What follows belongs to an exercise in optimizing a design on an open flow for small area, a short achievable clock period and few clock cycles per item; a production flow would make more cautious choices.
Function was checked by simulation only, so behaviour that the tests miss may differ from the original.
Power figures rest on the tool's default switching activity, not on a simulated workload.

==> flow/design.v, too long to show whole: its modules and the start of the top module <==
// module hpsdr_telem: 141 lines
// module hpsdr_fa: 5 lines
// module hpsdr_ha: 5 lines
// module hpsdr_s2: 1176 lines
// module hpsdr_bridge: 373 lines
module hpsdr_telem (
    input  wire        clk,
    input  wire        rst,
    input  wire        in_valid,
    output wire        in_ready,
    input  wire [7:0]  in_c0,
    input  wire [31:0] in_data,
    output wire        out_valid,
    input  wire        out_ready,
    output reg  [2:0]  out_kind,
    output reg  [2:0]  out_keys,
    output reg  [31:0] out_a,
    output reg  [31:0] out_b
);
  // ...
==> flow/flow/run.sh <==
#!/bin/bash
set -euo pipefail
bash standard.sh SETUP_SLACK_MARGIN=${MARGIN:-7} finish > standard_flow.log 2>&1
==> flow/standard.sh <==
#!/bin/bash
# synth_recipe.tcl (not shown) runs the flow's synth.tcl, then flattens the netlist and writes it again
# the make line also repeats each setting of config.mk as NAME=value (left out here)
make -C /OpenROAD-flow-scripts/flow DESIGN_CONFIG=/design/flow/config.mk WORK_HOME=/design/flow/orfs CLKGATE_MAP_FILE= SYNTH_SCRIPT=/design/flow/synth_recipe.tcl "${@:-finish}"
==> flow/config.mk <==
export PLATFORM = sky130hd
export DESIGN_NAME = hpsdr_telem
export DESIGN_NICKNAME = hpsdr_telem
export VERILOG_FILES = /design/flow/design.v
export SDC_FILE = /design/flow/constraint.sdc
export NUM_CORES = 4
export LEC_CHECK = 0
export CAP_MARGIN = 20
export CORE_MARGIN = 2
export CORE_UTILIZATION = 40
export SLEW_MARGIN = 20
export SYNTH_HIERARCHICAL = 1
==> flow/constraint.sdc <==
create_clock -name core_clock -period 12.0 [get_ports {clk}]
set_input_delay 2.4000 -clock core_clock [delete_from_list [all_inputs] [get_ports {clk}]]
set_output_delay 2.4000 -clock core_clock [all_outputs]
set_load 0.01 [all_outputs]
==> results.toml, run 1 <==
[timing]
holdWs_ns = 0.412

[floorplan]
die_area_sq_um = 72900
rows = 97

[yosys]
yosysMostFrequentCell = "fa_1"
synthXorXnorAreaFrac = 0.0312
yosysWarnings = 7
synth_top_area_frac = 0.245
ys_types = 107
synthSimpleGateAreaFrac = 0.136

[route]
top_layer = "met4"
drt-met1-wl_mm = 37.9
wl_per_cell_um = 22.7
drt_iter0_drc = 1653

[pwr]
power_leader = "combinational logic"
power.density_nw_per_um2 = 295
internal-power_mw = 4.73

[final_layout]
clockNetworkAreaShare = 0.0325
nFlopsAndLatches = 274
largest_reg_flops = 40

[setup_path]
cp-end-kind = "flip-flop"
worst-path-stages = 15

[clock_network]
clk_latency_ns = 0.55

[global_route]
met3_usage = 0.0289

[placement]
place_ws_ns = 6.09

[outcome]
status = "complete, no violations"
Testbench counts, summed over its fixed seeds: cycles 3,232, items 3,200.
==> module hpsdr_telem, before the edit <==
module hpsdr_telem (
    input  wire        clk,
    input  wire        rst,
    input  wire        in_valid,
    output wire        in_ready,
    input  wire [7:0]  in_c0,
    input  wire [31:0] in_data,
    output wire        out_valid,
    input  wire        out_ready,
    output reg  [2:0]  out_kind,
    output reg  [2:0]  out_keys,
    output reg  [31:0] out_a,
    output reg  [31:0] out_b
);
    localparam [2:0] K_INFO   = 3'd0;
    localparam [2:0] K_FWD    = 3'd1;
    localparam [2:0] K_REV    = 3'd2;
    localparam [2:0] K_SUPPLY = 3'd3;
    localparam [2:0] K_ADC    = 3'd4;
    localparam [2:0] K_RAW    = 3'd5;
    localparam [2:0] K_REV0   = 3'd6;    
    reg v1, v2, v3;
    reg skid_full;
    wire en   = ~v3 | out_ready;
    wire take = in_valid & ~skid_full;
    assign in_ready  = ~skid_full;
    assign out_valid = v3;
    reg [2:0] in_kind;
    always @(*) begin
        case (in_c0[7:3])
            5'd0:    in_kind = K_INFO;
            5'd1:    in_kind = K_FWD;
            5'd2:    in_kind = K_REV;
            5'd3:    in_kind = K_SUPPLY;
            5'd4:    in_kind = K_ADC;
            default: in_kind = K_RAW;
        endcase
    end
    reg [2:0]  sk_kind;
    reg [2:0]  sk_keys;
    reg [31:0] sk_data;
    reg        v0;
    reg [2:0]  s_kind;
    reg [2:0]  s_keys;
    reg [31:0] s_data;
    wire [15:0] s_hi   = s_data[31:16];
    wire [15:0] s_lo   = s_data[15:0];
    wire [19:0] u_hi = {1'b0, s_hi, 3'b0} + {3'b0, s_hi, 1'b0} + {4'b0, s_hi} - 20'd110;
    wire [19:0] u_lo = {1'b0, s_lo, 3'b0} + {3'b0, s_lo, 1'b0} + {4'b0, s_lo};
    wire        s_rev = (s_kind == K_REV);
    wire        s_fwd = (s_kind == K_FWD);
    wire        s_sup = (s_kind == K_SUPPLY);
    wire        s_oth = ~(s_rev | s_fwd | s_sup);
    wire [19:0] s_ub  = ({20{s_rev}} & u_hi) | ({20{s_fwd}} & u_lo);
    wire [19:0] s_us  = ({20{s_sup}} & u_lo) | ({20{s_oth}} & {4'd0, s_lo});
    reg [2:0]  r1_kind, r2_kind;
    reg [2:0]  r1_keys, r2_keys;
    reg [15:0] r1_h, r2_h;
    reg [19:0] r1_ub, r1_us;
    reg [39:0] r2_t;
    wire        conv = (r1_kind == K_FWD) | (r1_kind == K_REV) | (r1_kind == K_REV0) |
                       (r1_kind == K_SUPPLY);
    wire [39:0] t;
    hpsdr_s2 u_s2 (.ub(r1_ub), .us(r1_us), .t(t));
    wire [30:0] qb;
    hpsdr_bridge u_br (.t(r2_t), .q(qb));
    wire [7:0] c1 = r2_h[15:8];
    wire [7:0] c2 = r2_h[7:0];
    wire [7:0] c3 = r2_t[15:8];
    wire [7:0] c4 = r2_t[7:0];
    function [8:0] ver(input [7:0] v);
        reg [7:0] q, r;
        begin
            q = v / 8'd10;
            r = v % 8'd10;
            ver = {q[4:0], r[3:0]};
        end
    endfunction
    reg [2:0]  k_n;
    reg [31:0] a_r, b_r;
    always @(*) begin
        k_n = r2_kind;
        a_r = 32'd0;
        b_r = 32'd0;
        case (r2_kind)
            K_INFO:   begin a_r = {25'd0, c1[6:0]};
                            b_r = {5'd0, ver(c2), ver(c3), ver(c4)}; end
            K_FWD:    a_r = {16'd0, r2_h};
            K_REV:    b_r = {16'd0, r2_h};
            K_REV0:   begin b_r = {16'd0, r2_h}; k_n = K_REV; end
            K_SUPPLY: begin a_r = {16'd0, r2_h}; b_r = {7'd0, r2_t[24:0]}; end
            K_ADC:    begin a_r = {28'd0, c4[0], c3[0], c2[0], c1[0]};
                            b_r = {4'd0, c4[7:1], c3[7:1], c2[7:1], c1[7:1]}; end
            default:  a_r = {r2_h, r2_t[15:0]};
        endcase
    end
    wire [31:0] a_n = a_r | ({32{r2_kind == K_REV}} & {1'b0, qb});
    wire [31:0] b_n = b_r | ({32{r2_kind == K_FWD}} & {1'b0, qb});
    always @(posedge clk) begin
        if (rst) begin
            v0 <= 1'b0;
            v1 <= 1'b0;
            v2 <= 1'b0;
            v3 <= 1'b0;
            skid_full <= 1'b0;
        end else if (en) begin
            v0 <= skid_full | take;
            v1 <= v0;
            v2 <= v1;
            v3 <= v2;
            skid_full <= 1'b0;
        end else if (take) begin
            skid_full <= 1'b1;
        end
    end
    always @(posedge clk) begin
        if (~skid_full) begin
            sk_kind <= in_kind;
            sk_keys <= in_c0[2:0];
            sk_data <= in_data;
        end
        if (en) begin
            s_kind  <= skid_full ? sk_kind : in_kind;
            s_keys  <= skid_full ? sk_keys : in_c0[2:0];
            s_data  <= skid_full ? sk_data : in_data;
            r1_kind <= (s_rev && s_hi <= 16'd10) ? K_REV0 : s_kind;
            r1_keys <= s_keys;
            r1_h    <= s_rev ? s_lo : s_hi;
            r1_ub   <= s_ub;
            r1_us   <= s_us;
            r2_kind <= r1_kind;
            r2_keys <= r1_keys;
            r2_h    <= r1_h;
            r2_t    <= {t[39:16], conv ? t[15:0] : r1_us[15:0]};
            out_kind <= k_n;
            out_keys <= r2_keys;
            out_a    <= a_n;
            out_b    <= b_n;
        end
    end
endmodule
==> module hpsdr_s2, before the edit <==
module hpsdr_s2 (ub, us, t);
    input wire [19:0] ub;
    input wire [19:0] us;
    output wire [39:0] t;
    wire [19:0] un = ~us;
    wire g1;
    wire g2;
    wire g3;
    wire g4;
    wire g5;
    wire g6;
    wire g7;
    wire g8;
    wire g9;
    wire g10;
    wire g11;
    wire g12;
    wire g13;
    wire g14;
    wire g15;
    wire g16;
    wire g17;
    wire g18;
    wire g19;
    wire g20;
    wire g21;
    wire g22;
    wire g23;
    wire g24;
    wire g25;
    wire g26;
    wire g27;
    wire g28;
    wire g29;
    wire g30;
    wire g31;
    wire g32;
    wire g33;
    wire g34;
    wire g35;
    wire g36;
    wire g37;
    wire g38;
    wire g39;
    wire g40;
    wire g41;
    wire g42;
    wire g43;
    wire g44;
    wire g45;
    wire g46;
    wire g47;
    wire g48;
    wire g49;
    wire g50;
    wire g51;
    wire g52;
    wire g53;
    wire g54;
    wire g55;
    wire g56;
    wire g57;
    wire g58;
    wire g59;
    wire g60;
    wire g61;
    wire g62;
    wire g63;
    wire g64;
    wire g65;
    wire g66;
    wire g67;
    wire g68;
    wire g69;
    wire g70;
    wire g71;
    wire g72;
    wire g73;
    wire g74;
    wire g75;
    wire g76;
    wire g77;
    wire g78;
    wire g79;
    wire g80;
    wire g81;
    wire g82;
    wire g83;
    wire g84;
    wire g85;
    wire g86;
    wire g87;
    wire g88;
    wire g89;
    wire g90;
    wire g91;
    wire g92;
    wire g93;
    wire g94;
    wire g95;
    wire g96;
    wire g97;
    wire g98;
    wire g99;
    wire g100;
    wire g101;
    wire g102;
    wire g103;
    wire g104;
    wire g105;
    wire g106;
    wire g107;
    wire g108;
    wire g109;
    wire g110;
    wire g111;
    wire g112;
    wire g113;
    wire g114;
    wire g115;
    wire g116;
    wire g117;
    wire g118;
    wire g119;
    wire g120;
    wire g121;
    wire g122;
    wire g123;
    wire g124;
    wire g125;
    wire g126;
    wire g127;
    wire g128;
    wire g129;
    wire g130;
    wire g131;
    wire g132;
    wire g133;
    wire g134;
    wire g135;
    wire g136;
    wire g137;
    wire g138;
    wire g139;
    wire g140;
    wire g141;
    wire g142;
    wire g143;
    wire g144;
    wire g145;
    wire g146;
    wire g147;
    wire g148;
    wire g149;
    wire g150;
    wire g151;
    wire g152;
    wire g153;
    wire g154;
    wire g155;
    wire g156;
    wire g157;
    wire g158;
    wire g159;
    wire g160;
    wire g161;
    wire g162;
    wire g163;
    wire g164;
    wire g165;
    wire g166;
    wire g167;
    wire g168;
    wire g169;
    wire g170;
    wire g171;
    wire g172;
    wire g173;
    wire g174;
    wire g175;
    wire g176;
    wire g177;
    wire g178;
    wire g179;
    wire g180;
    wire g181;
    wire g182;
    wire g183;
    wire g184;
    wire g185;
    wire g186;
    wire g187;
    wire g188;
    wire g189;
    wire g190;
    wire g191;
    wire g192;
    wire g193;
    wire g194;
    wire s195;
    wire c196;
    wire s197;
    wire c198;
    wire s199;
    wire c200;
    wire s201;
    wire c202;
    wire s203;
    wire c204;
    wire s205;
    wire c206;
    wire s207;
    wire c208;
    wire s209;
    wire c210;
    wire s211;
    wire c212;
    wire s213;
    wire c214;
    wire s215;
    wire c216;
    wire s217;
    wire c218;
    wire s219;
    wire c220;
    wire s221;
    wire c222;
    wire s223;
    wire c224;
    wire s225;
    wire c226;
    wire s227;
    wire c228;
    wire s229;
    wire c230;
    wire s231;
    wire c232;
    wire s233;
    wire c234;
    wire s235;
    wire c236;
    wire s237;
    wire c238;
    wire s239;
    wire c240;
    wire s241;
    wire c242;
    wire s243;
    wire c244;
    wire s245;
    wire c246;
    wire s247;
    wire c248;
    wire s249;
    wire c250;
    wire s251;
    wire c252;
    wire s253;
    wire c254;
    wire s255;
    wire c256;
    wire s257;
    wire c258;
    wire s259;
    wire c260;
    wire s261;
    wire c262;
    wire s263;
    wire c264;
    wire s265;
    wire c266;
    wire s267;
    wire c268;
    wire s269;
    wire c270;
    wire s271;
    wire c272;
    wire s273;
    wire c274;
    wire s275;
    wire c276;
    wire s277;
    wire c278;
    wire s279;
    wire c280;
    wire s281;
    wire c282;
    wire s283;
    wire c284;
    wire s285;
    wire c286;
    wire s287;
    wire c288;
    wire s289;
    wire c290;
    wire s291;
    wire c292;
    wire s293;
    wire c294;
    wire s295;
    wire c296;
    wire s297;
    wire c298;
    wire s299;
    wire c300;
    wire s301;
    wire c302;
    wire s303;
    wire c304;
    wire s305;
    wire c306;
    wire s307;
    wire c308;
    wire s309;
    wire c310;
    wire s311;
    wire c312;
    wire s313;
    wire c314;
    wire s315;
    wire c316;
    wire s317;
    wire c318;
    wire s319;
    wire c320;
    wire s321;
    wire c322;
    wire s323;
    wire c324;
    wire s325;
    wire c326;
    wire s327;
    wire c328;
    wire s329;
    wire c330;
    wire s331;
    wire c332;
    wire s333;
    wire c334;
    wire s335;
    wire c336;
    wire s337;
    wire c338;
    wire s339;
    wire c340;
    wire s341;
    wire c342;
    wire s343;
    wire c344;
    wire s345;
    wire c346;
    wire s347;
    wire c348;
    wire s349;
    wire c350;
    wire s351;
    wire c352;
    wire s353;
    wire c354;
    wire s355;
    wire c356;
    wire s357;
    wire c358;
    wire s359;
    wire c360;
    wire s361;
    wire c362;
    wire s363;
    wire c364;
    wire s365;
    wire c366;
    wire s367;
    wire c368;
    wire s369;
    wire c370;
    wire s371;
    wire c372;
    wire s373;
    wire c374;
    wire s375;
    wire c376;
    wire s377;
    wire c378;
    wire s379;
    wire c380;
    wire s381;
    wire c382;
    wire s383;
    wire c384;
    wire s385;
    wire c386;
    wire s387;
    wire c388;
    wire s389;
    wire c390;
    wire s391;
    wire c392;
    wire s393;
    wire c394;
    wire s395;
    wire c396;
    wire s397;
    wire c398;
    wire s399;
    wire c400;
    wire s401;
    wire c402;
    wire s403;
    wire c404;
    wire s405;
    wire c406;
    wire s407;
    wire c408;
    wire s409;
    wire c410;
    wire s411;
    wire c412;
    wire s413;
    wire c414;
    wire s415;
    wire c416;
    wire s417;
    wire c418;
    wire s419;
    wire c420;
    wire s421;
    wire c422;
    wire s423;
    wire c424;
    wire s425;
    wire c426;
    wire s427;
    wire c428;
    wire s429;
    wire c430;
    wire s431;
    wire c432;
    wire s433;
    wire c434;
    wire s435;
    wire c436;
    wire s437;
    wire c438;
    wire s439;
    wire c440;
    wire s441;
    wire c442;
    wire s443;
    wire c444;
    wire s445;
    wire c446;
    wire s447;
    wire c448;
    wire s449;
    wire c450;
    wire s451;
    wire c452;
    wire s453;
    wire c454;
    wire s455;
    wire c456;
    wire s457;
    wire c458;
    wire s459;
    wire c460;
    wire s461;
    wire c462;
    wire s463;
    wire c464;
    wire s465;
    wire c466;
    wire s467;
    wire c468;
    wire s469;
    wire c470;
    wire s471;
    wire c472;
    wire s473;
    wire c474;
    wire s475;
    wire c476;
    wire s477;
    wire c478;
    wire s479;
    wire c480;
    wire s481;
    wire c482;
    wire s483;
    wire c484;
    wire s485;
    wire c486;
    wire s487;
    wire c488;
    wire s489;
    wire c490;
    wire s491;
    wire c492;
    wire s493;
    wire c494;
    wire s495;
    wire c496;
    wire s497;
    wire c498;
    wire s499;
    wire c500;
    wire s501;
    wire c502;
    wire s503;
    wire c504;
    wire s505;
    wire c506;
    wire s507;
    wire c508;
    wire s509;
    wire c510;
    wire s511;
    wire c512;
    wire s513;
    wire c514;
    wire s515;
    wire c516;
    wire s517;
    wire c518;
    wire s519;
    wire c520;
    wire s521;
    wire c522;
    wire s523;
    wire c524;
    wire s525;
    wire c526;
    wire s527;
    wire c528;
    wire s529;
    wire c530;
    wire s531;
    wire c532;
    wire s533;
    wire c534;
    wire s535;
    wire c536;
    wire s537;
    wire c538;
    wire s539;
    wire c540;
    wire s541;
    wire c542;
    wire s543;
    wire c544;
    wire s545;
    wire c546;
    wire s547;
    wire c548;
    wire s549;
    wire c550;
    wire s551;
    wire c552;
    wire s553;
    wire c554;
    wire s555;
    wire c556;
    wire s557;
    wire c558;
    wire s559;
    wire c560;
    wire s561;
    wire c562;
    wire s563;
    wire c564;
    wire s565;
    wire c566;
    wire s567;
    wire c568;
    wire s569;
    wire c570;
    wire s571;
    wire c572;
    wire s573;
    wire c574;
    wire s575;
    wire c576;
    wire s577;
    wire c578;
    wire s579;
    wire c580;
    wire s581;
    wire c582;
    wire s583;
    wire c584;
    wire s585;
    wire c586;
    wire s587;
    wire c588;
    wire s589;
    wire c590;
    wire s591;
    wire c592;
    wire s593;
    wire c594;
    wire s595;
    wire c596;
    wire s597;
    wire c598;
    wire s599;
    wire c600;
    wire s601;
    wire c602;
    wire s603;
    wire c604;
    wire s605;
    wire c606;
    wire s607;
    wire c608;
    wire s609;
    wire c610;
    wire s611;
    wire c612;
    wire s613;
    wire c614;
    wire s615;
    wire c616;
    wire s617;
    wire c618;
    wire s619;
    wire c620;
    wire s621;
    wire c622;
    wire s623;
    wire c624;
    wire s625;
    wire c626;
    wire s627;
    wire c628;
    wire s629;
    wire c630;
    wire s631;
    wire c632;
    wire s633;
    wire c634;
    wire s635;
    wire c636;
    wire s637;
    wire c638;
    wire s639;
    wire c640;
    wire s641;
    wire c642;
    wire s643;
    wire c644;
    wire s645;
    wire c646;
    wire s647;
    wire c648;
    wire s649;
    wire c650;
    wire s651;
    wire c652;
    wire s653;
    wire c654;
    wire s655;
    wire c656;
    wire s657;
    wire c658;
    wire s659;
    wire c660;
    wire s661;
    wire c662;
    wire s663;
    wire c664;
    wire s665;
    wire c666;
    wire s667;
    wire c668;
    wire s669;
    wire c670;
    wire s671;
    wire c672;
    wire s673;
    wire c674;
    wire s675;
    wire c676;
    wire s677;
    wire c678;
    wire s679;
    wire c680;
    wire s681;
    wire c682;
    wire s683;
    wire c684;
    wire s685;
    wire c686;
    wire s687;
    wire c688;
    wire s689;
    wire c690;
    wire s691;
    wire c692;
    wire s693;
    wire c694;
    wire s695;
    wire c696;
    wire s697;
    wire c698;
    wire s699;
    wire c700;
    wire s701;
    wire c702;
    wire s703;
    wire c704;
    wire s705;
    wire c706;
    wire s707;
    wire c708;
    wire s709;
    wire c710;
    wire s711;
    wire c712;
    wire s713;
    wire c714;
    assign g1 = ub[0] | us[19];
    assign g2 = (ub[0] & ub[1]) | us[18];
    assign g3 = ub[1] | us[9];
    assign g4 = (ub[0] & ub[2]) | us[19];
    assign g5 = (ub[0] & ub[3]) | us[11];
    assign g6 = (ub[1] & ub[2]) | us[8];
    assign g7 = ub[2] | us[6];
    assign g8 = (ub[0] & ub[4]) | us[12];
    assign g9 = (ub[1] & ub[3]) | us[9];
    assign g10 = (ub[0] & ub[5]) | us[13];
    assign g11 = (ub[1] & ub[4]) | us[10];
    assign g12 = (ub[2] & ub[3]) | us[8];
    assign g13 = ub[3] | us[1];
    assign g14 = (ub[0] & ub[6]) | us[14];
    assign g15 = (ub[1] & ub[5]) | us[11];
    assign g16 = (ub[2] & ub[4]) | us[9];
    assign g17 = (ub[0] & ub[7]) | us[15];
    assign g18 = (ub[1] & ub[6]) | us[12];
    assign g19 = (ub[2] & ub[5]) | us[10];
    assign g20 = (ub[3] & ub[4]) | us[3];
    assign g21 = (ub[0] & ub[8]) | us[16];
    assign g22 = (ub[1] & ub[7]) | us[13];
    assign g23 = (ub[2] & ub[6]) | us[11];
    assign g24 = (ub[3] & ub[5]) | us[4];
    assign g25 = (ub[0] & ub[9]) | us[17];
    assign g26 = (ub[1] & ub[8]) | us[14];
    assign g27 = (ub[2] & ub[7]) | us[12];
    assign g28 = (ub[3] & ub[6]) | us[5];
    assign g29 = (ub[4] & ub[5]);
    assign g30 = (ub[0] & ub[10]) | us[18];
    assign g31 = (ub[1] & ub[9]) | us[15];
    assign g32 = (ub[2] & ub[8]) | us[13];
    assign g33 = (ub[3] & ub[7]) | us[6];
    assign g34 = (ub[4] & ub[6]);
    assign g35 = (ub[0] & ub[11]) | us[19];
    assign g36 = (ub[1] & ub[10]) | us[16];
    assign g37 = (ub[2] & ub[9]) | us[14];
    assign g38 = (ub[3] & ub[8]) | us[7];
    assign g39 = (ub[4] & ub[7]);
    assign g40 = (ub[5] & ub[6]);
    assign g41 = (ub[0] & ub[12]) | us[17];
    assign g42 = (ub[1] & ub[11]) | us[15];
    assign g43 = (ub[2] & ub[10]) | us[8];
    assign g44 = (ub[3] & ub[9]);
    assign g45 = (ub[4] & ub[8]);
    assign g46 = (ub[5] & ub[7]);
    assign g47 = (ub[0] & ub[13]) | us[18];
    assign g48 = (ub[1] & ub[12]) | us[16];
    assign g49 = (ub[2] & ub[11]) | us[9];
    assign g50 = (ub[3] & ub[10]);
    assign g51 = (ub[4] & ub[9]);
    assign g52 = (ub[5] & ub[8]);
    assign g53 = (ub[6] & ub[7]);
    assign g54 = (ub[0] & ub[14]) | us[19];
    assign g55 = (ub[1] & ub[13]) | us[17];
    assign g56 = (ub[2] & ub[12]) | us[10];
    assign g57 = (ub[3] & ub[11]);
    assign g58 = (ub[4] & ub[10]);
    assign g59 = (ub[5] & ub[9]);
    assign g60 = (ub[6] & ub[8]);
    assign g61 = (ub[0] & ub[15]) | us[18];
    assign g62 = (ub[1] & ub[14]) | us[11];
    assign g63 = (ub[2] & ub[13]);
    assign g64 = (ub[3] & ub[12]);
    assign g65 = (ub[4] & ub[11]);
    assign g66 = (ub[5] & ub[10]);
    assign g67 = (ub[6] & ub[9]);
    assign g68 = (ub[7] & ub[8]);
    assign g69 = (ub[0] & ub[16]) | us[19];
    assign g70 = (ub[1] & ub[15]) | us[12];
    assign g71 = (ub[2] & ub[14]);
    assign g72 = (ub[3] & ub[13]);
    assign g73 = (ub[4] & ub[12]);
    assign g74 = (ub[5] & ub[11]);
    assign g75 = (ub[6] & ub[10]);
    assign g76 = (ub[7] & ub[9]);
    assign g77 = (ub[0] & ub[17]) | us[13];
    assign g78 = (ub[1] & ub[16]);
    assign g79 = (ub[2] & ub[15]);
    assign g80 = (ub[3] & ub[14]);
    assign g81 = (ub[4] & ub[13]);
    assign g82 = (ub[5] & ub[12]);
    assign g83 = (ub[6] & ub[11]);
    assign g84 = (ub[7] & ub[10]);
    assign g85 = (ub[8] & ub[9]);
    assign g86 = (ub[0] & ub[18]) | us[14];
    assign g87 = (ub[1] & ub[17]);
    assign g88 = (ub[2] & ub[16]);
    assign g89 = (ub[3] & ub[15]);
    assign g90 = (ub[4] & ub[14]);
    assign g91 = (ub[5] & ub[13]);
    assign g92 = (ub[6] & ub[12]);
    assign g93 = (ub[7] & ub[11]);
    assign g94 = (ub[8] & ub[10]);
    assign g95 = (ub[0] & ub[19]) | us[15];
    assign g96 = (ub[1] & ub[18]);
    assign g97 = (ub[2] & ub[17]);
    assign g98 = (ub[3] & ub[16]);
    assign g99 = (ub[4] & ub[15]);
    assign g100 = (ub[5] & ub[14]);
    assign g101 = (ub[6] & ub[13]);
    assign g102 = (ub[7] & ub[12]);
    assign g103 = (ub[8] & ub[11]);
    assign g104 = (ub[9] & ub[10]);
    assign g105 = (ub[1] & ub[19]) | us[16];
    assign g106 = (ub[2] & ub[18]);
    assign g107 = (ub[3] & ub[17]);
    assign g108 = (ub[4] & ub[16]);
    assign g109 = (ub[5] & ub[15]);
    assign g110 = (ub[6] & ub[14]);
    assign g111 = (ub[7] & ub[13]);
    assign g112 = (ub[8] & ub[12]);
    assign g113 = (ub[9] & ub[11]);
    assign g114 = (ub[2] & ub[19]) | us[17];
    assign g115 = (ub[3] & ub[18]);
    assign g116 = (ub[4] & ub[17]);
    assign g117 = (ub[5] & ub[16]);
    assign g118 = (ub[6] & ub[15]);
    assign g119 = (ub[7] & ub[14]);
    assign g120 = (ub[8] & ub[13]);
    assign g121 = (ub[9] & ub[12]);
    assign g122 = (ub[10] & ub[11]);
    assign g123 = (ub[3] & ub[19]) | us[18];
    assign g124 = (ub[4] & ub[18]);
    assign g125 = (ub[5] & ub[17]);
    assign g126 = (ub[6] & ub[16]);
    assign g127 = (ub[7] & ub[15]);
    assign g128 = (ub[8] & ub[14]);
    assign g129 = (ub[9] & ub[13]);
    assign g130 = (ub[10] & ub[12]);
    assign g131 = (ub[4] & ub[19]) | us[19];
    assign g132 = (ub[5] & ub[18]);
    assign g133 = (ub[6] & ub[17]);
    assign g134 = (ub[7] & ub[16]);
    assign g135 = (ub[8] & ub[15]);
    assign g136 = (ub[9] & ub[14]);
    assign g137 = (ub[10] & ub[13]);
    assign g138 = (ub[11] & ub[12]);
    assign g139 = (ub[5] & ub[19]);
    assign g140 = (ub[6] & ub[18]);
    assign g141 = (ub[7] & ub[17]);
    assign g142 = (ub[8] & ub[16]);
    assign g143 = (ub[9] & ub[15]);
    assign g144 = (ub[10] & ub[14]);
    assign g145 = (ub[11] & ub[13]);
    assign g146 = (ub[6] & ub[19]);
    assign g147 = (ub[7] & ub[18]);
    assign g148 = (ub[8] & ub[17]);
    assign g149 = (ub[9] & ub[16]);
    assign g150 = (ub[10] & ub[15]);
    assign g151 = (ub[11] & ub[14]);
    assign g152 = (ub[12] & ub[13]);
    assign g153 = (ub[7] & ub[19]);
    assign g154 = (ub[8] & ub[18]);
    assign g155 = (ub[9] & ub[17]);
    assign g156 = (ub[10] & ub[16]);
    assign g157 = (ub[11] & ub[15]);
    assign g158 = (ub[12] & ub[14]);
    assign g159 = (ub[8] & ub[19]);
    assign g160 = (ub[9] & ub[18]);
    assign g161 = (ub[10] & ub[17]);
    assign g162 = (ub[11] & ub[16]);
    assign g163 = (ub[12] & ub[15]);
    assign g164 = (ub[13] & ub[14]);
    assign g165 = (ub[9] & ub[19]);
    assign g166 = (ub[10] & ub[18]);
    assign g167 = (ub[11] & ub[17]);
    assign g168 = (ub[12] & ub[16]);
    assign g169 = (ub[13] & ub[15]);
    assign g170 = (ub[10] & ub[19]);
    assign g171 = (ub[11] & ub[18]);
    assign g172 = (ub[12] & ub[17]);
    assign g173 = (ub[13] & ub[16]);
    assign g174 = (ub[14] & ub[15]);
    assign g175 = (ub[11] & ub[19]);
    assign g176 = (ub[12] & ub[18]);
    assign g177 = (ub[13] & ub[17]);
    assign g178 = (ub[14] & ub[16]);
    assign g179 = (ub[12] & ub[19]);
    assign g180 = (ub[13] & ub[18]);
    assign g181 = (ub[14] & ub[17]);
    assign g182 = (ub[15] & ub[16]);
    assign g183 = (ub[13] & ub[19]);
    assign g184 = (ub[14] & ub[18]);
    assign g185 = (ub[15] & ub[17]);
    assign g186 = (ub[14] & ub[19]);
    assign g187 = (ub[15] & ub[18]);
    assign g188 = (ub[16] & ub[17]);
    assign g189 = (ub[15] & ub[19]);
    assign g190 = (ub[16] & ub[18]);
    assign g191 = (ub[16] & ub[19]);
    assign g192 = (ub[17] & ub[18]);
    assign g193 = (ub[17] & ub[19]);
    assign g194 = (ub[18] & ub[19]);
    hpsdr_ha s195_i (.a(g61), .b(g62), .s(s195), .co(c196));
    hpsdr_ha s197_i (.a(g69), .b(g70), .s(s197), .co(c198));
    hpsdr_fa s199_i (.a(g77), .b(g78), .c(g79), .s(s199), .co(c200));
    hpsdr_ha s201_i (.a(g80), .b(g81), .s(s201), .co(c202));
    hpsdr_fa s203_i (.a(g86), .b(g87), .c(g88), .s(s203), .co(c204));
    hpsdr_ha s205_i (.a(g89), .b(g90), .s(s205), .co(c206));
    hpsdr_fa s207_i (.a(g95), .b(g96), .c(g97), .s(s207), .co(c208));
    hpsdr_fa s209_i (.a(g98), .b(g99), .c(g100), .s(s209), .co(c210));
    hpsdr_ha s211_i (.a(g101), .b(g102), .s(s211), .co(c212));
    hpsdr_fa s213_i (.a(g105), .b(g106), .c(g107), .s(s213), .co(c214));
    hpsdr_fa s215_i (.a(g108), .b(g109), .c(g110), .s(s215), .co(c216));
    hpsdr_fa s217_i (.a(g114), .b(g115), .c(g116), .s(s217), .co(c218));
    hpsdr_fa s219_i (.a(g117), .b(g118), .c(g119), .s(s219), .co(c220));
    hpsdr_fa s221_i (.a(g123), .b(g124), .c(g125), .s(s221), .co(c222));
    hpsdr_fa s223_i (.a(g131), .b(g132), .c(g133), .s(s223), .co(c224));
    hpsdr_ha s225_i (.a(g25), .b(g26), .s(s225), .co(c226));
    hpsdr_ha s227_i (.a(g30), .b(g31), .s(s227), .co(c228));
    hpsdr_fa s229_i (.a(g35), .b(g36), .c(g37), .s(s229), .co(c230));
    hpsdr_ha s231_i (.a(g38), .b(g39), .s(s231), .co(c232));
    hpsdr_fa s233_i (.a(g41), .b(g42), .c(g43), .s(s233), .co(c234));
    hpsdr_ha s235_i (.a(g44), .b(g45), .s(s235), .co(c236));
    hpsdr_fa s237_i (.a(g47), .b(g48), .c(g49), .s(s237), .co(c238));
    hpsdr_fa s239_i (.a(g50), .b(g51), .c(g52), .s(s239), .co(c240));
    hpsdr_ha s241_i (.a(g53), .b(ub[7]), .s(s241), .co(c242));
    hpsdr_fa s243_i (.a(g54), .b(g55), .c(g56), .s(s243), .co(c244));
    hpsdr_fa s245_i (.a(g57), .b(g58), .c(g59), .s(s245), .co(c246));
    hpsdr_ha s247_i (.a(g60), .b(1'b1), .s(s247), .co(c248));
    hpsdr_fa s249_i (.a(g63), .b(g64), .c(g65), .s(s249), .co(c250));
    hpsdr_fa s251_i (.a(g66), .b(g67), .c(g68), .s(s251), .co(c252));
    hpsdr_fa s253_i (.a(ub[8]), .b(1'b1), .c(s195), .s(s253), .co(c254));
    hpsdr_fa s255_i (.a(g71), .b(g72), .c(g73), .s(s255), .co(c256));
    hpsdr_fa s257_i (.a(g74), .b(g75), .c(g76), .s(s257), .co(c258));
    hpsdr_fa s259_i (.a(1'b1), .b(s197), .c(c196), .s(s259), .co(c260));
    hpsdr_fa s261_i (.a(g82), .b(g83), .c(g84), .s(s261), .co(c262));
    hpsdr_fa s263_i (.a(g85), .b(ub[9]), .c(1'b1), .s(s263), .co(c264));
    hpsdr_fa s265_i (.a(s199), .b(s201), .c(c198), .s(s265), .co(c266));
    hpsdr_fa s267_i (.a(g91), .b(g92), .c(g93), .s(s267), .co(c268));
    hpsdr_fa s269_i (.a(g94), .b(1'b1), .c(s203), .s(s269), .co(c270));
    hpsdr_fa s271_i (.a(s205), .b(c200), .c(c202), .s(s271), .co(c272));
    hpsdr_fa s273_i (.a(g103), .b(g104), .c(ub[10]), .s(s273), .co(c274));
    hpsdr_fa s275_i (.a(1'b1), .b(s207), .c(s209), .s(s275), .co(c276));
    hpsdr_fa s277_i (.a(s211), .b(c204), .c(c206), .s(s277), .co(c278));
    hpsdr_fa s279_i (.a(g111), .b(g112), .c(g113), .s(s279), .co(c280));
    hpsdr_fa s281_i (.a(1'b1), .b(s213), .c(s215), .s(s281), .co(c282));
    hpsdr_fa s283_i (.a(c208), .b(c210), .c(c212), .s(s283), .co(c284));
    hpsdr_fa s285_i (.a(g120), .b(g121), .c(g122), .s(s285), .co(c286));
    hpsdr_fa s287_i (.a(ub[11]), .b(1'b1), .c(s217), .s(s287), .co(c288));
    hpsdr_fa s289_i (.a(s219), .b(c214), .c(c216), .s(s289), .co(c290));
    hpsdr_fa s291_i (.a(g126), .b(g127), .c(g128), .s(s291), .co(c292));
    hpsdr_fa s293_i (.a(g129), .b(g130), .c(1'b1), .s(s293), .co(c294));
    hpsdr_fa s295_i (.a(s221), .b(c218), .c(c220), .s(s295), .co(c296));
    hpsdr_fa s297_i (.a(g134), .b(g135), .c(g136), .s(s297), .co(c298));
    hpsdr_fa s299_i (.a(g137), .b(g138), .c(ub[12]), .s(s299), .co(c300));
    hpsdr_fa s301_i (.a(1'b1), .b(s223), .c(c222), .s(s301), .co(c302));
    hpsdr_fa s303_i (.a(g139), .b(g140), .c(g141), .s(s303), .co(c304));
    hpsdr_fa s305_i (.a(g142), .b(g143), .c(g144), .s(s305), .co(c306));
    hpsdr_fa s307_i (.a(g145), .b(1'b1), .c(c224), .s(s307), .co(c308));
    hpsdr_fa s309_i (.a(g146), .b(g147), .c(g148), .s(s309), .co(c310));
    hpsdr_fa s311_i (.a(g149), .b(g150), .c(g151), .s(s311), .co(c312));
    hpsdr_fa s313_i (.a(g152), .b(ub[13]), .c(1'b1), .s(s313), .co(c314));
    hpsdr_fa s315_i (.a(g153), .b(g154), .c(g155), .s(s315), .co(c316));
    hpsdr_fa s317_i (.a(g156), .b(g157), .c(g158), .s(s317), .co(c318));
    hpsdr_fa s319_i (.a(g159), .b(g160), .c(g161), .s(s319), .co(c320));
    hpsdr_fa s321_i (.a(g162), .b(g163), .c(g164), .s(s321), .co(c322));
    hpsdr_fa s323_i (.a(g165), .b(g166), .c(g167), .s(s323), .co(c324));
    hpsdr_fa s325_i (.a(g170), .b(g171), .c(g172), .s(s325), .co(c326));
    hpsdr_fa s327_i (.a(us[18]), .b(us[13]), .c(us[7]), .s(s327), .co(c328));
    hpsdr_fa s329_i (.a(us[19]), .b(us[14]), .c(us[8]), .s(s329), .co(c330));
    hpsdr_ha s331_i (.a(us[5]), .b(us[2]), .s(s331), .co(c332));
    hpsdr_fa s333_i (.a(us[15]), .b(us[9]), .c(us[6]), .s(s333), .co(c334));
    hpsdr_fa s335_i (.a(us[16]), .b(us[10]), .c(us[7]), .s(s335), .co(c336));
    hpsdr_ha s337_i (.a(us[4]), .b(un[0]), .s(s337), .co(c338));
    hpsdr_fa s339_i (.a(us[17]), .b(us[11]), .c(us[8]), .s(s339), .co(c340));
    hpsdr_ha s341_i (.a(us[5]), .b(un[1]), .s(s341), .co(c342));
    hpsdr_fa s343_i (.a(us[18]), .b(us[12]), .c(us[9]), .s(s343), .co(c344));
    hpsdr_ha s345_i (.a(us[6]), .b(un[2]), .s(s345), .co(c346));
    hpsdr_fa s347_i (.a(us[19]), .b(us[13]), .c(us[10]), .s(s347), .co(c348));
    hpsdr_ha s349_i (.a(us[7]), .b(un[3]), .s(s349), .co(c350));
    hpsdr_fa s351_i (.a(us[14]), .b(us[11]), .c(us[8]), .s(s351), .co(c352));
    hpsdr_fa s353_i (.a(us[15]), .b(us[12]), .c(us[9]), .s(s353), .co(c354));
    hpsdr_fa s355_i (.a(us[16]), .b(us[13]), .c(us[10]), .s(s355), .co(c356));
    hpsdr_fa s357_i (.a(us[17]), .b(us[14]), .c(us[11]), .s(s357), .co(c358));
    hpsdr_fa s359_i (.a(us[18]), .b(us[15]), .c(us[12]), .s(s359), .co(c360));
    hpsdr_ha s361_i (.a(us[3]), .b(us[0]), .s(s361), .co(c362));
    hpsdr_fa s363_i (.a(us[19]), .b(us[16]), .c(us[13]), .s(s363), .co(c364));
    hpsdr_fa s365_i (.a(us[4]), .b(us[1]), .c(un[9]), .s(s365), .co(c366));
    hpsdr_fa s367_i (.a(us[17]), .b(us[14]), .c(us[5]), .s(s367), .co(c368));
    hpsdr_fa s369_i (.a(us[2]), .b(us[0]), .c(un[10]), .s(s369), .co(c370));
    hpsdr_fa s371_i (.a(us[18]), .b(us[15]), .c(us[6]), .s(s371), .co(c372));
    hpsdr_fa s373_i (.a(us[3]), .b(us[1]), .c(un[11]), .s(s373), .co(c374));
    hpsdr_fa s375_i (.a(g1), .b(us[16]), .c(us[7]), .s(s375), .co(c376));
    hpsdr_fa s377_i (.a(us[4]), .b(us[2]), .c(un[12]), .s(s377), .co(c378));
    hpsdr_fa s379_i (.a(us[17]), .b(us[8]), .c(us[5]), .s(s379), .co(c380));
    hpsdr_ha s381_i (.a(us[3]), .b(un[13]), .s(s381), .co(c382));
    hpsdr_fa s383_i (.a(g2), .b(g3), .c(us[6]), .s(s383), .co(c384));
    hpsdr_ha s385_i (.a(us[4]), .b(un[14]), .s(s385), .co(c386));
    hpsdr_fa s387_i (.a(g4), .b(us[10]), .c(us[7]), .s(s387), .co(c388));
    hpsdr_ha s389_i (.a(us[5]), .b(un[15]), .s(s389), .co(c390));
    hpsdr_fa s391_i (.a(g5), .b(g6), .c(g7), .s(s391), .co(c392));
    hpsdr_fa s393_i (.a(g8), .b(g9), .c(us[7]), .s(s393), .co(c394));
    hpsdr_fa s395_i (.a(g10), .b(g11), .c(g12), .s(s395), .co(c396));
    hpsdr_fa s397_i (.a(g14), .b(g15), .c(g16), .s(s397), .co(c398));
    hpsdr_fa s399_i (.a(g17), .b(g18), .c(g19), .s(s399), .co(c400));
    hpsdr_ha s401_i (.a(g20), .b(ub[4]), .s(s401), .co(c402));
    hpsdr_fa s403_i (.a(g21), .b(g22), .c(g23), .s(s403), .co(c404));
    hpsdr_ha s405_i (.a(g24), .b(1'b1), .s(s405), .co(c406));
    hpsdr_fa s407_i (.a(g27), .b(g28), .c(g29), .s(s407), .co(c408));
    hpsdr_fa s409_i (.a(ub[5]), .b(1'b1), .c(s225), .s(s409), .co(c410));
    hpsdr_fa s411_i (.a(g32), .b(g33), .c(g34), .s(s411), .co(c412));
    hpsdr_fa s413_i (.a(1'b1), .b(s227), .c(c226), .s(s413), .co(c414));
    hpsdr_fa s415_i (.a(g40), .b(ub[6]), .c(1'b1), .s(s415), .co(c416));
    hpsdr_fa s417_i (.a(s229), .b(s231), .c(c228), .s(s417), .co(c418));
    hpsdr_fa s419_i (.a(g46), .b(1'b1), .c(s233), .s(s419), .co(c420));
    hpsdr_fa s421_i (.a(s235), .b(c230), .c(c232), .s(s421), .co(c422));
    hpsdr_fa s423_i (.a(1'b1), .b(s237), .c(s239), .s(s423), .co(c424));
    hpsdr_fa s425_i (.a(s241), .b(c234), .c(c236), .s(s425), .co(c426));
    hpsdr_fa s427_i (.a(s243), .b(s245), .c(s247), .s(s427), .co(c428));
    hpsdr_fa s429_i (.a(c238), .b(c240), .c(c242), .s(s429), .co(c430));
    hpsdr_fa s431_i (.a(s249), .b(s251), .c(s253), .s(s431), .co(c432));
    hpsdr_fa s433_i (.a(c244), .b(c246), .c(c248), .s(s433), .co(c434));
    hpsdr_fa s435_i (.a(s255), .b(s257), .c(s259), .s(s435), .co(c436));
    hpsdr_fa s437_i (.a(c250), .b(c252), .c(c254), .s(s437), .co(c438));
    hpsdr_fa s439_i (.a(s261), .b(s263), .c(s265), .s(s439), .co(c440));
    hpsdr_fa s441_i (.a(c256), .b(c258), .c(c260), .s(s441), .co(c442));
    hpsdr_fa s443_i (.a(s267), .b(s269), .c(s271), .s(s443), .co(c444));
    hpsdr_fa s445_i (.a(c262), .b(c264), .c(c266), .s(s445), .co(c446));
    hpsdr_fa s447_i (.a(s273), .b(s275), .c(s277), .s(s447), .co(c448));
    hpsdr_fa s449_i (.a(c268), .b(c270), .c(c272), .s(s449), .co(c450));
    hpsdr_fa s451_i (.a(s279), .b(s281), .c(s283), .s(s451), .co(c452));
    hpsdr_fa s453_i (.a(c274), .b(c276), .c(c278), .s(s453), .co(c454));
    hpsdr_fa s455_i (.a(s285), .b(s287), .c(s289), .s(s455), .co(c456));
    hpsdr_fa s457_i (.a(c280), .b(c282), .c(c284), .s(s457), .co(c458));
    hpsdr_fa s459_i (.a(s291), .b(s293), .c(s295), .s(s459), .co(c460));
    hpsdr_fa s461_i (.a(c286), .b(c288), .c(c290), .s(s461), .co(c462));
    hpsdr_fa s463_i (.a(s297), .b(s299), .c(s301), .s(s463), .co(c464));
    hpsdr_fa s465_i (.a(c292), .b(c294), .c(c296), .s(s465), .co(c466));
    hpsdr_fa s467_i (.a(s303), .b(s305), .c(s307), .s(s467), .co(c468));
    hpsdr_fa s469_i (.a(c298), .b(c300), .c(c302), .s(s469), .co(c470));
    hpsdr_fa s471_i (.a(s309), .b(s311), .c(s313), .s(s471), .co(c472));
    hpsdr_fa s473_i (.a(c304), .b(c306), .c(c308), .s(s473), .co(c474));
    hpsdr_fa s475_i (.a(1'b1), .b(s315), .c(s317), .s(s475), .co(c476));
    hpsdr_fa s477_i (.a(c310), .b(c312), .c(c314), .s(s477), .co(c478));
    hpsdr_fa s479_i (.a(ub[14]), .b(1'b1), .c(s319), .s(s479), .co(c480));
    hpsdr_fa s481_i (.a(s321), .b(c316), .c(c318), .s(s481), .co(c482));
    hpsdr_fa s483_i (.a(g168), .b(g169), .c(1'b1), .s(s483), .co(c484));
    hpsdr_fa s485_i (.a(s323), .b(c320), .c(c322), .s(s485), .co(c486));
    hpsdr_fa s487_i (.a(g173), .b(g174), .c(ub[15]), .s(s487), .co(c488));
    hpsdr_fa s489_i (.a(1'b1), .b(s325), .c(c324), .s(s489), .co(c490));
    hpsdr_fa s491_i (.a(g175), .b(g176), .c(g177), .s(s491), .co(c492));
    hpsdr_fa s493_i (.a(g178), .b(1'b1), .c(c326), .s(s493), .co(c494));
    hpsdr_fa s495_i (.a(g179), .b(g180), .c(g181), .s(s495), .co(c496));
    hpsdr_fa s497_i (.a(g182), .b(ub[16]), .c(1'b1), .s(s497), .co(c498));
    hpsdr_fa s499_i (.a(g183), .b(g184), .c(g185), .s(s499), .co(c500));
    hpsdr_fa s501_i (.a(g186), .b(g187), .c(g188), .s(s501), .co(c502));
    hpsdr_ha s503_i (.a(us[4]), .b(us[1]), .s(s503), .co(c504));
    hpsdr_fa s505_i (.a(1'b1), .b(s329), .c(s331), .s(s505), .co(c506));
    hpsdr_fa s507_i (.a(us[3]), .b(s333), .c(c330), .s(s507), .co(c508));
    hpsdr_fa s509_i (.a(1'b1), .b(s335), .c(s337), .s(s509), .co(c510));
    hpsdr_fa s511_i (.a(s339), .b(s341), .c(c336), .s(s511), .co(c512));
    hpsdr_fa s513_i (.a(s343), .b(s345), .c(c340), .s(s513), .co(c514));
    hpsdr_fa s515_i (.a(s347), .b(s349), .c(c344), .s(s515), .co(c516));
    hpsdr_fa s517_i (.a(un[4]), .b(s351), .c(c348), .s(s517), .co(c518));
    hpsdr_fa s519_i (.a(us[0]), .b(un[5]), .c(s353), .s(s519), .co(c520));
    hpsdr_fa s521_i (.a(us[1]), .b(un[6]), .c(s355), .s(s521), .co(c522));
    hpsdr_fa s523_i (.a(us[2]), .b(un[7]), .c(s357), .s(s523), .co(c524));
    hpsdr_fa s525_i (.a(un[8]), .b(s359), .c(s361), .s(s525), .co(c526));
    hpsdr_fa s527_i (.a(s363), .b(s365), .c(c360), .s(s527), .co(c528));
    hpsdr_fa s529_i (.a(s367), .b(s369), .c(c364), .s(s529), .co(c530));
    hpsdr_fa s531_i (.a(s371), .b(s373), .c(c368), .s(s531), .co(c532));
    hpsdr_fa s533_i (.a(s375), .b(s377), .c(c372), .s(s533), .co(c534));
    hpsdr_fa s535_i (.a(s379), .b(s381), .c(c376), .s(s535), .co(c536));
    hpsdr_fa s537_i (.a(s383), .b(s385), .c(c380), .s(s537), .co(c538));
    hpsdr_fa s539_i (.a(s387), .b(s389), .c(c384), .s(s539), .co(c540));
    hpsdr_fa s541_i (.a(un[16]), .b(s391), .c(c388), .s(s541), .co(c542));
    hpsdr_fa s543_i (.a(us[0]), .b(un[17]), .c(s393), .s(s543), .co(c544));
    hpsdr_fa s545_i (.a(g13), .b(un[18]), .c(s395), .s(s545), .co(c546));
    hpsdr_fa s547_i (.a(us[2]), .b(un[19]), .c(s397), .s(s547), .co(c548));
    hpsdr_fa s549_i (.a(1'b1), .b(s399), .c(s401), .s(s549), .co(c550));
    hpsdr_fa s551_i (.a(s403), .b(s405), .c(c400), .s(s551), .co(c552));
    hpsdr_fa s553_i (.a(s407), .b(s409), .c(c404), .s(s553), .co(c554));
    hpsdr_fa s555_i (.a(s411), .b(s413), .c(c408), .s(s555), .co(c556));
    hpsdr_fa s557_i (.a(s415), .b(s417), .c(c412), .s(s557), .co(c558));
    hpsdr_fa s559_i (.a(s419), .b(s421), .c(c416), .s(s559), .co(c560));
    hpsdr_fa s561_i (.a(s423), .b(s425), .c(c420), .s(s561), .co(c562));
    hpsdr_fa s563_i (.a(s427), .b(s429), .c(c424), .s(s563), .co(c564));
    hpsdr_fa s565_i (.a(s431), .b(s433), .c(c428), .s(s565), .co(c566));
    hpsdr_fa s567_i (.a(s435), .b(s437), .c(c432), .s(s567), .co(c568));
    hpsdr_fa s569_i (.a(s439), .b(s441), .c(c436), .s(s569), .co(c570));
    hpsdr_fa s571_i (.a(s443), .b(s445), .c(c440), .s(s571), .co(c572));
    hpsdr_fa s573_i (.a(s447), .b(s449), .c(c444), .s(s573), .co(c574));
    hpsdr_fa s575_i (.a(s451), .b(s453), .c(c448), .s(s575), .co(c576));
    hpsdr_fa s577_i (.a(s455), .b(s457), .c(c452), .s(s577), .co(c578));
    hpsdr_fa s579_i (.a(s459), .b(s461), .c(c456), .s(s579), .co(c580));
    hpsdr_fa s581_i (.a(s463), .b(s465), .c(c460), .s(s581), .co(c582));
    hpsdr_fa s583_i (.a(s467), .b(s469), .c(c464), .s(s583), .co(c584));
    hpsdr_fa s585_i (.a(s471), .b(s473), .c(c468), .s(s585), .co(c586));
    hpsdr_fa s587_i (.a(s475), .b(s477), .c(c472), .s(s587), .co(c588));
    hpsdr_fa s589_i (.a(s479), .b(s481), .c(c476), .s(s589), .co(c590));
    hpsdr_fa s591_i (.a(s483), .b(s485), .c(c480), .s(s591), .co(c592));
    hpsdr_fa s593_i (.a(s487), .b(s489), .c(c484), .s(s593), .co(c594));
    hpsdr_fa s595_i (.a(s491), .b(s493), .c(c488), .s(s595), .co(c596));
    hpsdr_fa s597_i (.a(s495), .b(s497), .c(c492), .s(s597), .co(c598));
    hpsdr_fa s599_i (.a(1'b1), .b(s499), .c(c496), .s(s599), .co(c600));
    hpsdr_fa s601_i (.a(ub[17]), .b(1'b1), .c(s501), .s(s601), .co(c602));
    hpsdr_fa s603_i (.a(g189), .b(g190), .c(1'b1), .s(s603), .co(c604));
    hpsdr_fa s605_i (.a(g191), .b(g192), .c(ub[18]), .s(s605), .co(c606));
    hpsdr_ha s607_i (.a(1'b1), .b(s327), .s(s607), .co(c608));
    hpsdr_fa s609_i (.a(c328), .b(s505), .c(c504), .s(s609), .co(c610));
    hpsdr_fa s611_i (.a(c332), .b(s507), .c(c506), .s(s611), .co(c612));
    hpsdr_fa s613_i (.a(c334), .b(s509), .c(c508), .s(s613), .co(c614));
    hpsdr_fa s615_i (.a(c338), .b(s511), .c(c510), .s(s615), .co(c616));
    hpsdr_fa s617_i (.a(c342), .b(s513), .c(c512), .s(s617), .co(c618));
    hpsdr_fa s619_i (.a(c346), .b(s515), .c(c514), .s(s619), .co(c620));
    hpsdr_fa s621_i (.a(c350), .b(s517), .c(c516), .s(s621), .co(c622));
    hpsdr_fa s623_i (.a(c352), .b(s519), .c(c518), .s(s623), .co(c624));
    hpsdr_fa s625_i (.a(c354), .b(s521), .c(c520), .s(s625), .co(c626));
    hpsdr_fa s627_i (.a(c356), .b(s523), .c(c522), .s(s627), .co(c628));
    hpsdr_fa s629_i (.a(c358), .b(s525), .c(c524), .s(s629), .co(c630));
    hpsdr_fa s631_i (.a(c362), .b(s527), .c(c526), .s(s631), .co(c632));
    hpsdr_fa s633_i (.a(c366), .b(s529), .c(c528), .s(s633), .co(c634));
    hpsdr_fa s635_i (.a(c370), .b(s531), .c(c530), .s(s635), .co(c636));
    hpsdr_fa s637_i (.a(c374), .b(s533), .c(c532), .s(s637), .co(c638));
    hpsdr_fa s639_i (.a(c378), .b(s535), .c(c534), .s(s639), .co(c640));
    hpsdr_fa s641_i (.a(c382), .b(s537), .c(c536), .s(s641), .co(c642));
    hpsdr_fa s643_i (.a(c386), .b(s539), .c(c538), .s(s643), .co(c644));
    hpsdr_fa s645_i (.a(c390), .b(s541), .c(c540), .s(s645), .co(c646));
    hpsdr_fa s647_i (.a(c392), .b(s543), .c(c542), .s(s647), .co(c648));
    hpsdr_fa s649_i (.a(c394), .b(s545), .c(c544), .s(s649), .co(c650));
    hpsdr_fa s651_i (.a(c396), .b(s547), .c(c546), .s(s651), .co(c652));
    hpsdr_fa s653_i (.a(c398), .b(s549), .c(c548), .s(s653), .co(c654));
    hpsdr_fa s655_i (.a(c402), .b(s551), .c(c550), .s(s655), .co(c656));
    hpsdr_fa s657_i (.a(c406), .b(s553), .c(c552), .s(s657), .co(c658));
    hpsdr_fa s659_i (.a(c410), .b(s555), .c(c554), .s(s659), .co(c660));
    hpsdr_fa s661_i (.a(c414), .b(s557), .c(c556), .s(s661), .co(c662));
    hpsdr_fa s663_i (.a(c418), .b(s559), .c(c558), .s(s663), .co(c664));
    hpsdr_fa s665_i (.a(c422), .b(s561), .c(c560), .s(s665), .co(c666));
    hpsdr_fa s667_i (.a(c426), .b(s563), .c(c562), .s(s667), .co(c668));
    hpsdr_fa s669_i (.a(c430), .b(s565), .c(c564), .s(s669), .co(c670));
    hpsdr_fa s671_i (.a(c434), .b(s567), .c(c566), .s(s671), .co(c672));
    hpsdr_fa s673_i (.a(c438), .b(s569), .c(c568), .s(s673), .co(c674));
    hpsdr_fa s675_i (.a(c442), .b(s571), .c(c570), .s(s675), .co(c676));
    hpsdr_fa s677_i (.a(c446), .b(s573), .c(c572), .s(s677), .co(c678));
    hpsdr_fa s679_i (.a(c450), .b(s575), .c(c574), .s(s679), .co(c680));
    hpsdr_fa s681_i (.a(c454), .b(s577), .c(c576), .s(s681), .co(c682));
    hpsdr_fa s683_i (.a(c458), .b(s579), .c(c578), .s(s683), .co(c684));
    hpsdr_fa s685_i (.a(c462), .b(s581), .c(c580), .s(s685), .co(c686));
    hpsdr_fa s687_i (.a(c466), .b(s583), .c(c582), .s(s687), .co(c688));
    hpsdr_fa s689_i (.a(c470), .b(s585), .c(c584), .s(s689), .co(c690));
    hpsdr_fa s691_i (.a(c474), .b(s587), .c(c586), .s(s691), .co(c692));
    hpsdr_fa s693_i (.a(c478), .b(s589), .c(c588), .s(s693), .co(c694));
    hpsdr_fa s695_i (.a(c482), .b(s591), .c(c590), .s(s695), .co(c696));
    hpsdr_fa s697_i (.a(c486), .b(s593), .c(c592), .s(s697), .co(c698));
    hpsdr_fa s699_i (.a(c490), .b(s595), .c(c594), .s(s699), .co(c700));
    hpsdr_fa s701_i (.a(c494), .b(s597), .c(c596), .s(s701), .co(c702));
    hpsdr_fa s703_i (.a(c498), .b(s599), .c(c598), .s(s703), .co(c704));
    hpsdr_fa s705_i (.a(c500), .b(s601), .c(c600), .s(s705), .co(c706));
    hpsdr_fa s707_i (.a(c502), .b(s603), .c(c602), .s(s707), .co(c708));
    hpsdr_fa s709_i (.a(1'b1), .b(s605), .c(c604), .s(s709), .co(c710));
    hpsdr_fa s711_i (.a(g193), .b(1'b1), .c(c606), .s(s711), .co(c712));
    hpsdr_fa s713_i (.a(g194), .b(ub[19]), .c(1'b1), .s(s713), .co(c714));
    wire [54:0] full = {1'b1, s713, s711, s709, s707, s705, s703, s701, s699, s697, s695, s693, s691, s689, s687, s685, s683, s681, s679, s677, s675, s673, s671, s669, s667, s665, s663, s661, s659, s657, s655, s653, s651, s649, s647, s645, s643, s641, s639, s637, s635, s633, s631, s629, s627, s625, s623, s621, s619, s617, s615, s613, s611, s609, s503} + {c714, c712, c710, c708, c706, c704, c702, c700, c698, c696, c694, c692, c690, c688, c686, c684, c682, c680, c678, c676, c674, c672, c670, c668, c666, c664, c662, c660, c658, c656, c654, c652, c650, c648, c646, c644, c642, c640, c638, c636, c634, c632, c630, c628, c626, c624, c622, c620, c618, c616, c614, c612, c610, c608, s607};
    assign t = full[54:15];
endmodule
==> inputs of run 2 (changes only) <==
--- a/flow/design.v
+++ b/flow/design.v
@@ -19,7 +19,7 @@
     localparam [2:0] K_ADC    = 3'd4;
     localparam [2:0] K_RAW    = 3'd5;
     localparam [2:0] K_REV0   = 3'd6;    
-    reg v1, v2, v3;
+    reg v1, v2a, v2, v3;
     reg skid_full;
     wire en   = ~v3 | out_ready;
     wire take = in_valid & ~skid_full;
@@ -53,15 +53,21 @@
     wire        s_oth = ~(s_rev | s_fwd | s_sup);
     wire [19:0] s_ub  = ({20{s_rev}} & u_hi) | ({20{s_fwd}} & u_lo);
     wire [19:0] s_us  = ({20{s_sup}} & u_lo) | ({20{s_oth}} & {4'd0, s_lo});
-    reg [2:0]  r1_kind, r2_kind;
-    reg [2:0]  r1_keys, r2_keys;
-    reg [15:0] r1_h, r2_h;
+    reg [2:0]  r1_kind, r2a_kind, r2_kind;
+    reg [2:0]  r1_keys, r2a_keys, r2_keys;
+    reg [15:0] r1_h, r2a_h, r2_h;
+    reg [15:0] r2a_lo;
+    reg [39:0] r2a_ra, r2a_rb;
+    reg        r2a_fc;
     reg [19:0] r1_ub, r1_us;
     reg [39:0] r2_t;
-    wire        conv = (r1_kind == K_FWD) | (r1_kind == K_REV) | (r1_kind == K_REV0) |
-                       (r1_kind == K_SUPPLY);
+    wire [39:0] ra, rb;
+    wire        fc;
+    hpsdr_s2 u_s2 (.ub(r1_ub), .us(r1_us), .ra(ra), .rb(rb), .fc(fc));
+    wire        conv = (r2a_kind == K_FWD) | (r2a_kind == K_REV) | (r2a_kind == K_REV0) |
+                       (r2a_kind == K_SUPPLY);
     wire [39:0] t;
-    hpsdr_s2 u_s2 (.ub(r1_ub), .us(r1_us), .t(t));
+    hpsdr_cpa40 u_cpa (.ra(r2a_ra), .rb(r2a_rb), .fc(r2a_fc), .t(t));
     wire [30:0] qb;
     hpsdr_bridge u_br (.t(r2_t), .q(qb));
     wire [7:0] c1 = r2_h[15:8];
@@ -100,13 +106,15 @@
         if (rst) begin
             v0 <= 1'b0;
             v1 <= 1'b0;
+            v2a <= 1'b0;
             v2 <= 1'b0;
             v3 <= 1'b0;
             skid_full <= 1'b0;
         end else if (en) begin
             v0 <= skid_full | take;
             v1 <= v0;
-            v2 <= v1;
+            v2a <= v1;
+            v2 <= v2a;
             v3 <= v2;
             skid_full <= 1'b0;
         end else if (take) begin
@@ -128,10 +136,17 @@
             r1_h    <= s_rev ? s_lo : s_hi;
             r1_ub   <= s_ub;
             r1_us   <= s_us;
-            r2_kind <= r1_kind;
-            r2_keys <= r1_keys;
-            r2_h    <= r1_h;
-            r2_t    <= {t[39:16], conv ? t[15:0] : r1_us[15:0]};
+            r2a_kind <= r1_kind;
+            r2a_keys <= r1_keys;
+            r2a_h    <= r1_h;
+            r2a_lo   <= r1_us[15:0];
+            r2a_ra   <= ra;
+            r2a_rb   <= rb;
+            r2a_fc   <= fc;
+            r2_kind <= r2a_kind;
+            r2_keys <= r2a_keys;
+            r2_h    <= r2a_h;
+            r2_t    <= {t[39:16], conv ? t[15:0] : r2a_lo};
             out_kind <= k_n;
             out_keys <= r2_keys;
             out_a    <= a_n;
@@ -149,10 +164,12 @@
     output wire s, co;
     assign {co, s} = a + b;
 endmodule
-module hpsdr_s2 (ub, us, t);
+module hpsdr_s2 (ub, us, ra, rb, fc);
     input wire [19:0] ub;
     input wire [19:0] us;
-    output wire [39:0] t;
+    output wire [39:0] ra;
+    output wire [39:0] rb;
+    output wire fc;
     wire [19:0] un = ~us;
     wire g1;
     wire g2;
@@ -1322,8 +1339,12 @@
     hpsdr_fa s709_i (.a(1'b1), .b(s605), .c(c604), .s(s709), .co(c710));
     hpsdr_fa s711_i (.a(g193), .b(1'b1), .c(c606), .s(s711), .co(c712));
     hpsdr_fa s713_i (.a(g194), .b(ub[19]), .c(1'b1), .s(s713), .co(c714));
-    wire [54:0] full = {1'b1, s713, s711, s709, s707, s705, s703, s701, s699, s697, s695, s693, s691, s689, s687, s685, s683, s681, s679, s677, s675, s673, s671, s669, s667, s665, s663, s661, s659, s657, s655, s653, s651, s649, s647, s645, s643, s641, s639, s637, s635, s633, s631, s629, s627, s625, s623, s621, s619, s617, s615, s613, s611, s609, s503} + {c714, c712, c710, c708, c706, c704, c702, c700, c698, c696, c694, c692, c690, c688, c686, c684, c682, c680, c678, c676, c674, c672, c670, c668, c666, c664, c662, c660, c658, c656, c654, c652, c650, c648, c646, c644, c642, c640, c638, c636, c634, c632, c630, c628, c626, c624, c622, c620, c618, c616, c614, c612, c610, c608, s607};
-    assign t = full[54:15];
+    wire [54:0] ra_ = {1'b1, s713, s711, s709, s707, s705, s703, s701, s699, s697, s695, s693, s691, s689, s687, s685, s683, s681, s679, s677, s675, s673, s671, s669, s667, s665, s663, s661, s659, s657, s655, s653, s651, s649, s647, s645, s643, s641, s639, s637, s635, s633, s631, s629, s627, s625, s623, s621, s619, s617, s615, s613, s611, s609, s503};
+    wire [54:0] rb_ = {c714, c712, c710, c708, c706, c704, c702, c700, c698, c696, c694, c692, c690, c688, c686, c684, c682, c680, c678, c676, c674, c672, c670, c668, c666, c664, c662, c660, c658, c656, c654, c652, c650, c648, c646, c644, c642, c640, c638, c636, c634, c632, c630, c628, c626, c624, c622, c620, c618, c616, c614, c612, c610, c608, s607};
+    wire [15:0] fs_ = {1'b0, ra_[14:0]} + {1'b0, rb_[14:0]};
+    assign fc = fs_[15];
+    assign ra = ra_[54:15];
+    assign rb = rb_[54:15];
 endmodule
 module hpsdr_bridge (t, q);
     input wire [39:0] t;
@@ -1698,3 +1719,10 @@
     wire [45:0] full = {s236, s234, s232, s230, s228, s226, s224, s222, s220, s218, s216, s214, s212, s210, s208, s206, s204, s202, s200, s198, s196, s194, s192, s190, s188, s186, s184, s182, s180, s178, s176, s174, s172, s170, s168, s166, s164, s162, s160, s158, s156, s154, s152, s150, s148, s74} + {c235, c233, c231, c229, c227, c225, c223, c221, c219, c217, c215, c213, c211, c209, c207, c205, c203, c201, c199, c197, c195, c193, c191, c189, c187, c185, c183, c181, c179, c177, c175, c173, c171, c169, c167, c165, c163, c161, c159, c157, c155, c153, c151, c149, c147, s146};
     assign q = full[45:15];
 endmodule
+module hpsdr_cpa40 (ra, rb, fc, t);
+    input wire [39:0] ra, rb;
+    input wire fc;
+    output wire [39:0] t;
+    wire [40:0] s = {ra, 1'b1} + {rb, fc};
+    assign t = s[40:1];
+endmodule
==> flow/flow/run.sh (replaced) <==
#!/bin/bash
set -euo pipefail
bash standard.sh SETUP_SLACK_MARGIN=7.5 finish > standard_flow.log 2>&1
==> results.toml, run 2 <==
[outcome]
status = "complete, no violations"

[clock_network]
clockRootBuffer = "clkbuf_16"
cts_max_level = 2
clk_latency_ns = 0.60
cts_num_sinks = 394
cts_made_buffers = 46

[yosys]
synth_area_sq_um = 31600
seq_area_frac_synth = 0.360
ys_ff_latch = 394
yosysWarnings = 7
ys_types = 105
yosysMostFrequentCell = "edfxtp_1"
synth_top_area_frac = 0.332
synth_top_family_by_area = "adder cells"
synth-adder-area-share = 0.299
synthCells = 2747
synthTopCellsByArea = "edfxtp_1 33%, fa_1 21%, ha_1 8.6%, nand2_1 3.1%, and2_1 2.9%"
synthSimpleGateAreaFrac = 0.109
synth_ff_type = "edfxtp_1"
synthMuxAreaShare = 0.0300
synth_edf_count = 350
synthXorXnorAreaFrac = 0.0296

[route]
drc = 0
wl_per_cell_um = 21.9
vias_per_cell = 5.49
first_pass_iters = 5
drt_iter0_drc = 1685
via_count = 21600

[timing]
slew_viol_final = 0
post-route-period-util = 0.394
rsz0062_at_grt = "true"
hold_viol_final = 0
tightest_slew_ns = 1.02
holdWs_ns = 0.412
setup_viol = 0
fmax_mhz = 212

[pwr]
power.density_nw_per_um2 = 302
seq_power_share = 0.187
netSwitchingFraction = 0.475
p_leak_nw = 15.3
internal-power_mw = 5.72
combPwrFrac = 0.688
pwr-share-clk = 0.125
p_switching_mw = 5.18

[placement]
gp_congestion = 0.951
hpwl_mm = 65.4

[final_layout]
fillers = 7152
final_cell_mix = "350 x edfxtp_1, 330 x fa_1, 257 x nand2_1, 206 x ha_1, 148 x and2_1"
area_delta_synth_final_pct = 14.2
antenna_cells = 0
final_common_cell = "edfxtp_1"
nets = 3441

[setup_path]
crit_start = "r2_t[28]$_DFFE_PP_"
worst_ep_arrival_time_ns = 5.05
start_kind = "flip-flop"
r2r_start = "r2_t[28]$_DFFE_PP_"
setup.worst_path.end = "out_b[12]$_DFFE_PP_"
r2r-end = "out_b[12]$_DFFE_PP_"
cp-end-kind = "flip-flop"
reg2reg_depth = 17

[floorplan]
core-area_sq_um = 78600
start_util = 0.402
die_y_um = 285
rows = 103
die_w_um = 285
die_area_sq_um = 81300
pin_count = 116

[hold_path]
holdCritPathClass = "reg2reg"

[global_route]
grt_use_total = 0.210
antenna_found_initial = 3
grt-ovfl-total = 0
==> run 2: cell count changes after synthesis, sizes merged, moves of 7 or more <==
cell / delta
edfxtp: +119
buf: +74
o21ai: -29
a21oi: -21
nand4: -18
clkbuf: -12
a221oi: +11
nor2: -11
o211ai: -10
a21boi: -7
xnor2: +7
==> run 2: kinds of logic (layout without fill, tap and decap cells) <==
family,after synthesis,in the layout
compound gates,573,573
xor+xnor,107,107
fa+ha+maj,556,556
buf+inv,330,406
flops,394,394
mux,88,88
other cells,3,61
simple gates,696,697
==> run 2: what timing repair did <==
action | in CTS | in global routing
pin swaps | 30 | 28
setup buffers | 40 | 17
setup endpoints to repair | 130 | 82
resized for setup | 86 | 48
gates cloned | 1 | 1
==> run 2: worst min-delay path by stage <==
stage | from | end | slack (ns) | cells past startpoint
floorplan | r2_keys[0]$_DFFE_PP_ | out_keys[0]$_DFFE_PP_ | 0.40 | 0
global placement | s_keys[2]$_DFFE_PP_ | r1_keys[2]$_DFFE_PP_ | 0.40 | 0
detailed placement | r1_h[12]$_DFFE_PP_ | r2a_h[12]$_DFFE_PP_ | 0.40 | 0
CTS | r1_h[12]$_DFFE_PP_ | r2a_h[12]$_DFFE_PP_ | 0.42 | 0
global route | r2_keys[2]$_DFFE_PP_ | out_keys[2]$_DFFE_PP_ | 0.42 | 0
finish | r1_h[12]$_DFFE_PP_ | r2a_h[12]$_DFFE_PP_ | 0.41 | 0
==> run 2: Yosys stat by module (local to each module, per instance) <==
module | copies in the design | area [sq um] | flops+latches
hpsdr_cpa40 | 1 | 2240 | 0
hpsdr_telem | 1 | 17800 | 394
hpsdr_ha | 63 | 12.5 | 0
hpsdr_s2 | 1 | 2360 | 0
hpsdr_bridge | 1 | 2370 | 0
hpsdr_fa | 304 | 20.0 | 0
==> run 2: cell type report <==
class / count / area (sq um) / share of cell area
Clock buffer: 62 / 1260 / 0.0350
Tap cell: 1050 / 1310 / 0.0364
Timing Repair Buffer: 186 / 1740 / 0.0482
Inverter: 136 / 510 / 0.0141
Sequential cell: 394 / 11400 / 0.315
Clock inverter: 22 / 224 / 0.00620
Multi-Input combinational cell: 2082 / 19700 / 0.545
==> run 2: metrics by stage <==
stage	std cells	power (mW)	utilization	setup WS (ns)	instance area, sq um
floorplan	2805	6.09	-	7.53	31900
global placement	3789	8.00	0.424	6.48	33400
detailed placement	3789	7.98	0.424	6.38	33400
CTS	3914	10.5	0.455	7.30	35800
global route	3932	11.5	0.460	7.11	36100
finish	3932	10.9	0.460	7.27	36100
==> run 2: metal layers <==
metal	routed length, um	track usage	vias up
met4	3650	0.0861	0
met5	0	0	-
met3	4310	0.0273	187
li1	-	-	9822
met1	36200	0.270	10800
met2	42100	0.357	786
==> run 2: power groups by stage <==
stage	sequential [mW]	clock [mW]	combinational, mW
floorplan	1.96	0	4.13
global placement	2.10	0	5.90
detailed placement	2.11	0	5.87
CTS	2.05	1.40	7.02
global route	2.06	1.44	7.99
finish	2.04	1.36	7.50
==> run 2: critical path, stage by stage, from the launching register on <==
cell and delay (ns):
edfxtp_1 0.47, buf_4 0.18, inv_2 0.04, fa_1 0.42, fa_1 0.55, fa_2 0.47, ha_4 0.32, nand2_4 0.07
nor4_4 0.26, o2111ai_4 0.23, a31oi_4 0.29, o21ai_4 0.09, and2_4 0.19, o21ai_2 0.15, xnor2_2 0.14, mux2i_1 0.15
o22ai_1 0.09, or3_1 0.37
Testbench counts of run 2, summed over its fixed seeds: cycles 3,240, items 3,200.
